Background: an optimization exercise with open tools, aiming at small area. Do not read the settings as production practice.
Only simulation tests tie the RTL to the original design; equivalence was not proved.
No driver is modelled on the clock port, so clock power and skew are understated where the tree is cut down; a real chip needs a root buffer or a tree.
No activity file was given, so power comes from the tool's default toggle rates.

old:
==> flow/design.v (excerpt) <==
module usart8251 (
    input  wire       clk,
    input  wire       rst,
    input  wire       wr,
    input  wire       rd,
    input  wire       cd,
    input  wire [7:0] din,
    output wire [7:0] dout,
    input  wire       txc,
    input  wire       rxc,
    input  wire       rxd,
    input  wire       cts,
    input  wire       dsr,
    output wire       txd,
    output wire       rts_n,
    output wire       dtr_n
);
    reg  [1:0]  stage_q;             
    reg  [1:0]  m_div_q;             
    reg  [1:0]  m_len_q;             
    reg         m_pen_q, m_even_q, m_stop_q;    
    reg         txen_q, rxe_q, sbrk_q, rtsn_q, dtrn_q;
    reg         rxrdy_q, pe_q, oe_q, fe_q;
    reg  [7:0]  rxdata_q;
    reg         ts_q;                
    reg  [11:0] t_q;                 
    reg         txd_q;
    reg  [5:0]  tdiv_q, rdiv_q;
    reg  [10:0] x_q;                 
    reg  [3:0]  k_q;                 
    wire wc    = wr & cd;
    wire wd    = wr & ~cd;
    wire rdd   = rd & ~cd;
    wire st0   = (stage_q == 2'd0);
    wire modew = wc & st0;
    wire cmdw  = wc & (stage_q == 2'd3);
    wire ir    = cmdw & din[6];
    wire eclr  = cmdw & (din[6] | din[4]);
    reg [1:0] stage_b;
    always @* begin
        stage_b = stage_q;
        if (wc) begin
            case (stage_q)
                2'd0: stage_b = (din[1:0] != 2'b00) ? 2'd3 : 2'd1;
  ...
Size in the first run: about 0.0031 mm² of cells after synthesis.
export LEC_CHECK = 0
export CAP_MARGIN = 20
export CORE_MARGIN = 2
export CORE_UTILIZATION = 70
export SLEW_MARGIN = 20
create_clock -name core_clock -period 10.0 [get_ports {clk}]
standard.sh (not shown) runs the stock make flow with config.mk's settings and CLKGATE_MAP_FILE= SYNTH_SCRIPT=/design/flow/synth_recipe.tcl, a recipe that flattens the netlist after the stock synthesis.
==> flow/flow/run.sh <==
#!/bin/bash
# Own layout flow: the standard ORFS flow (the standard.sh) with
#  * area-oriented ABC scripts (flow/abc_*.script) in synthesis and no
#    separate half/full-adder cell mapping; each script is tried in its own
#    synthesis run and the one with the smallest cell area is used
#    (registers are untouched by ABC, so all runs keep the same flip-flops),
#  * minimum-size buffers on the ports,
#  * either ORFS CTS with small clock buffers and no dummy loads, or one
#    level of clock buffers, each driving a group of nearby registers
#    (kcts.tcl; settings in opts.sh).
# Each tool's output is kept in orfs/logs (and try_*/logs for the trial
# syntheses); make's own output in flow_make.log and try_*.log.
set -euo pipefail
here=$(pwd)
CTS_EXTRA=""
source "$here/flow/opts.sh"
best=""; best_area=""
pids=()
for s in "$here"/flow/abc_*.script; do
  n=$(basename "$s" .script)
  rm -rf "$here/ms_$n" "$here/try_$n"
  cp -r "$FLOW_HOME/scripts" "$here/ms_$n"
  cp "$s" "$here/ms_$n/abc_speed.script"
  make -C "$FLOW_HOME" DESIGN_CONFIG="$here/config.mk" WORK_HOME="$here/try_$n" \
    CLKGATE_MAP_FILE= SYNTH_SCRIPT="$here/synth_recipe.tcl" \
    SCRIPTS_DIR="$here/ms_$n" ADDER_MAP_FILE= synth > "$here/try_$n.log" 2>&1 &
  pids+=($!)
  if (( ${#pids[@]} >= ${NUM_CORES:-4} )); then
    for p in "${pids[@]}"; do wait "$p" || true; done
    pids=()
  fi
done
for p in "${pids[@]}"; do wait "$p" || true; done
for s in "$here"/flow/abc_*.script; do
  n=$(basename "$s" .script)
  st="$here/try_$n/reports/$FLOW_PLATFORM/usart8251/base/synth_stat.txt"
  [[ -f "$st" ]] || continue
  a=$(awk '/Chip area for module/ {print $NF}' "$st" | tail -1)
  echo "synthesis with $n: area $a" | tee -a "$here/synth_choice.log"
  if [[ -n "$a" ]] && { [[ -z "$best_area" ]] || awk -v a="$a" -v b="$best_area" 'BEGIN{exit !(a<b)}'; }; then
    best=$n; best_area=$a
  fi
done
[[ -n "$best" ]] || { echo "no synthesis run succeeded"; exit 1; }
echo "chosen: $best ($best_area)" | tee -a "$here/synth_choice.log"
# clock tree: cts.tcl with a one-buffer option (used when MY_CTS_BUF is set)
cp "$here/flow/cts.tcl" "$here/ms_$best/cts.tcl"
if [[ -n "${MY_CTS_BUF:-}" ]]; then
  export MY_CTS_BUF MY_CTS_GROUPS MY_CTS_TCL="$here/flow/kcts.tcl" MY_CTS_PORT="$(awk '/create_clock/ {for (i=1;i<=NF;i++) if ($i ~ /get_ports/) {gsub(/[{}\]\[]/,"",$(i+1)); print $(i+1)}}' "$here/constraint.sdc")"
fi
bash standard.sh \
  SCRIPTS_DIR="$here/ms_$best" \
  ADDER_MAP_FILE= \
  BUFFER_PORTS_ARGS="-buffer_cell sky130_fd_sc_hd__buf_1" \
  CTS_ARGS="-sink_clustering_enable -repair_clock_nets -buf_list $CTSBUF -dont_use_dummy_load $CTS_EXTRA" \
  finish > "$here/flow_make.log" 2>&1
Other scripts of this flow, unchanged in this note and not shown: flow/flow/abc_a1.script, flow/flow/abc_a2.script, flow/flow/abc_a3.script, flow/flow/abc_a4.script, flow/flow/abc_b1.script, flow/flow/abc_b2.script, flow/flow/abc_b3.script, flow/flow/abc_b4.script, flow/flow/abc_m1.script, flow/flow/abc_m2.script, flow/flow/abc_m3.script, flow/flow/abc_m4.script, flow/flow/cts.tcl, flow/flow/kcts.tcl, flow/flow/opts.sh
Modified inputs, new compared to old
--- a/flow/design.v
+++ b/flow/design.v
@@ -16,17 +16,20 @@
     output wire       dtr_n
 );
     reg  [1:0]  stage_q;             
     reg  [1:0]  m_div_q;             
     reg  [1:0]  m_len_q;             
     reg         m_pen_q, m_even_q, m_stop_q;    
     reg         txen_q, rxe_q, sbrk_q, rtsn_q, dtrn_q;
-    reg         rxrdy_q, pe_q, oe_q, fe_q;
-    reg  [7:0]  rxdata_q;
-    reg         ts_q;                
+    reg         rxrdy_q;
+    reg         pe_nq, oe_nq, fe_nq;    
+    reg  [7:0]  rxdata_q;            
+    wire        pe_q = ~pe_nq, oe_q = ~oe_nq, fe_q = ~fe_nq;
+    reg         tsn_q;               
+    wire        ts_q = ~tsn_q;
     reg  [11:0] t_q;                 
     reg         txd_q;
     reg  [5:0]  tdiv_q, rdiv_q;
     reg  [10:0] x_q;                 
     reg  [3:0]  k_q;                 
     wire wc    = wr & cd;
     wire wd    = wr & ~cd;
@@ -129,15 +132,15 @@
     wire r_run  = rxc & r_on & (busy | ~rxd);
     wire sample = r_run & rwrap;
     reg [10:0] x_n;
     integer i;
     always @* begin
         x_n[0] = (k_b == 4'd0) ? rxd : x_q[0];
         for (i = 1; i <= 10; i = i + 1)
-            x_n[i] = (k_q == i) ? rxd : x_q[i];
+            x_n[i] = (k_q <= i) ? rxd : x_q[i];
     end
     reg fend_k;
     always @* begin
         case ({ml, mp, ms})
             4'b0000: fend_k = k_b >= 4'd6;
             4'b0001, 4'b0010, 4'b0100: fend_k = k_b >= 4'd7;
             4'b0011, 4'b0101, 4'b0110, 4'b1000: fend_k = k_b >= 4'd8;
@@ -176,28 +179,28 @@
         end
         x_q <= x_n;
         if (rst) begin
             stage_q <= 2'd0;
             txen_q <= 1'b0; rxe_q <= 1'b0; sbrk_q <= 1'b0;
             rtsn_q <= 1'b1; dtrn_q <= 1'b1;
             rxrdy_q <= 1'b0;
-            pe_q <= 1'b0; oe_q <= 1'b0; fe_q <= 1'b0;
+            pe_nq <= 1'b1; oe_nq <= 1'b1; fe_nq <= 1'b1;
             rxdata_q <= 8'd0;
-            ts_q <= 1'b0; t_q <= 12'd1; txd_q <= 1'b1;
+            tsn_q <= 1'b1; t_q <= 12'd1; txd_q <= 1'b1;
             tdiv_q <= 6'd0; rdiv_q <= 6'd0; k_q <= 4'd0;
         end else begin
             stage_q <= stage_b;
             txen_q <= txen_b; rxe_q <= rxe_b; sbrk_q <= sbrk_b;
             if (cmdw) begin
                 rtsn_q <= ~din[5]; dtrn_q <= ~din[1];
             end
             rxrdy_q <= rxrdy_n;
-            pe_q <= pe_n; oe_q <= oe_n; fe_q <= fe_n;
+            pe_nq <= ~pe_n; oe_nq <= ~oe_n; fe_nq <= ~fe_n;
             rxdata_q <= rxdata_n;
-            ts_q <= ts_n; t_q <= t_n; txd_q <= txd_n;
+            tsn_q <= ~ts_n; t_q <= t_n; txd_q <= txd_n;
             tdiv_q <= tdiv_n; rdiv_q <= rdiv_n; k_q <= k_n;
         end
     end
     wire txrdy_q = ~ts_q & (t_q[11:1] == 11'd0) & t_q[0];
     assign dout  = cd ? {dsr, 1'b0, fe_q, oe_q, pe_q, txrdy_q, rxrdy_q, txrdy_q}
                       : rxdata_q;
     assign txd   = txd_q;
[summary]
Between new and old, it is new whose clock group share of total power is lower, by 1.2 points.
new vs. old: summed area of non-filler cells in the final layout now sits lower, instance area after placement now sits lower.
On max-cap violation count, old and new are neck and neck.
The xor and xnor fraction of the mapped netlist area of new exceeds that of old by 4.3 points.
Relative to old, the maximum clock frequency measured on new has increased by a few percent.
Of old and new, old shows the higher count of cell instances traversed by the critical path, with new below it.
Total global-route track usage in new vs old: down 1.2 points
In every run of this note, the design's own scripts or RTL, not TritonCTS, make the clock network.

-- afterwards: timing with drivers on the ports --
The flow's constraints put no driver on any port. The routed layouts listed below were extracted and timed again, unchanged, in two steps.
Step 1 sets driving cells, clkbuf_16 on the clock port and buf_2 on the other inputs (assumed; they add their load-dependent delay and slew).
Step 2 also shifts input and output timing later by t, the mid clock arrival at the registers, as if the neighbouring blocks saw the same clock.
a / b / c = no drivers / after step 1 / after step 2; a / b = the first two.
run	t, ns	setup WS [ns]	latest minus earliest clock arrival (ns)	slew at the worst register clock pin (ns)
old	0.211	3.493 / 3.527 / 3.315	0.008 / 0.009	0.10 / 0.10
new	0.215	3.654 / 3.688 / 3.473	0.007 / 0.007	0.10 / 0.10
After both steps every run listed still meets setup and hold. The setup slack of new, which loses most, moves by +0.034 ns with the drivers and by -0.181 ns with both steps.
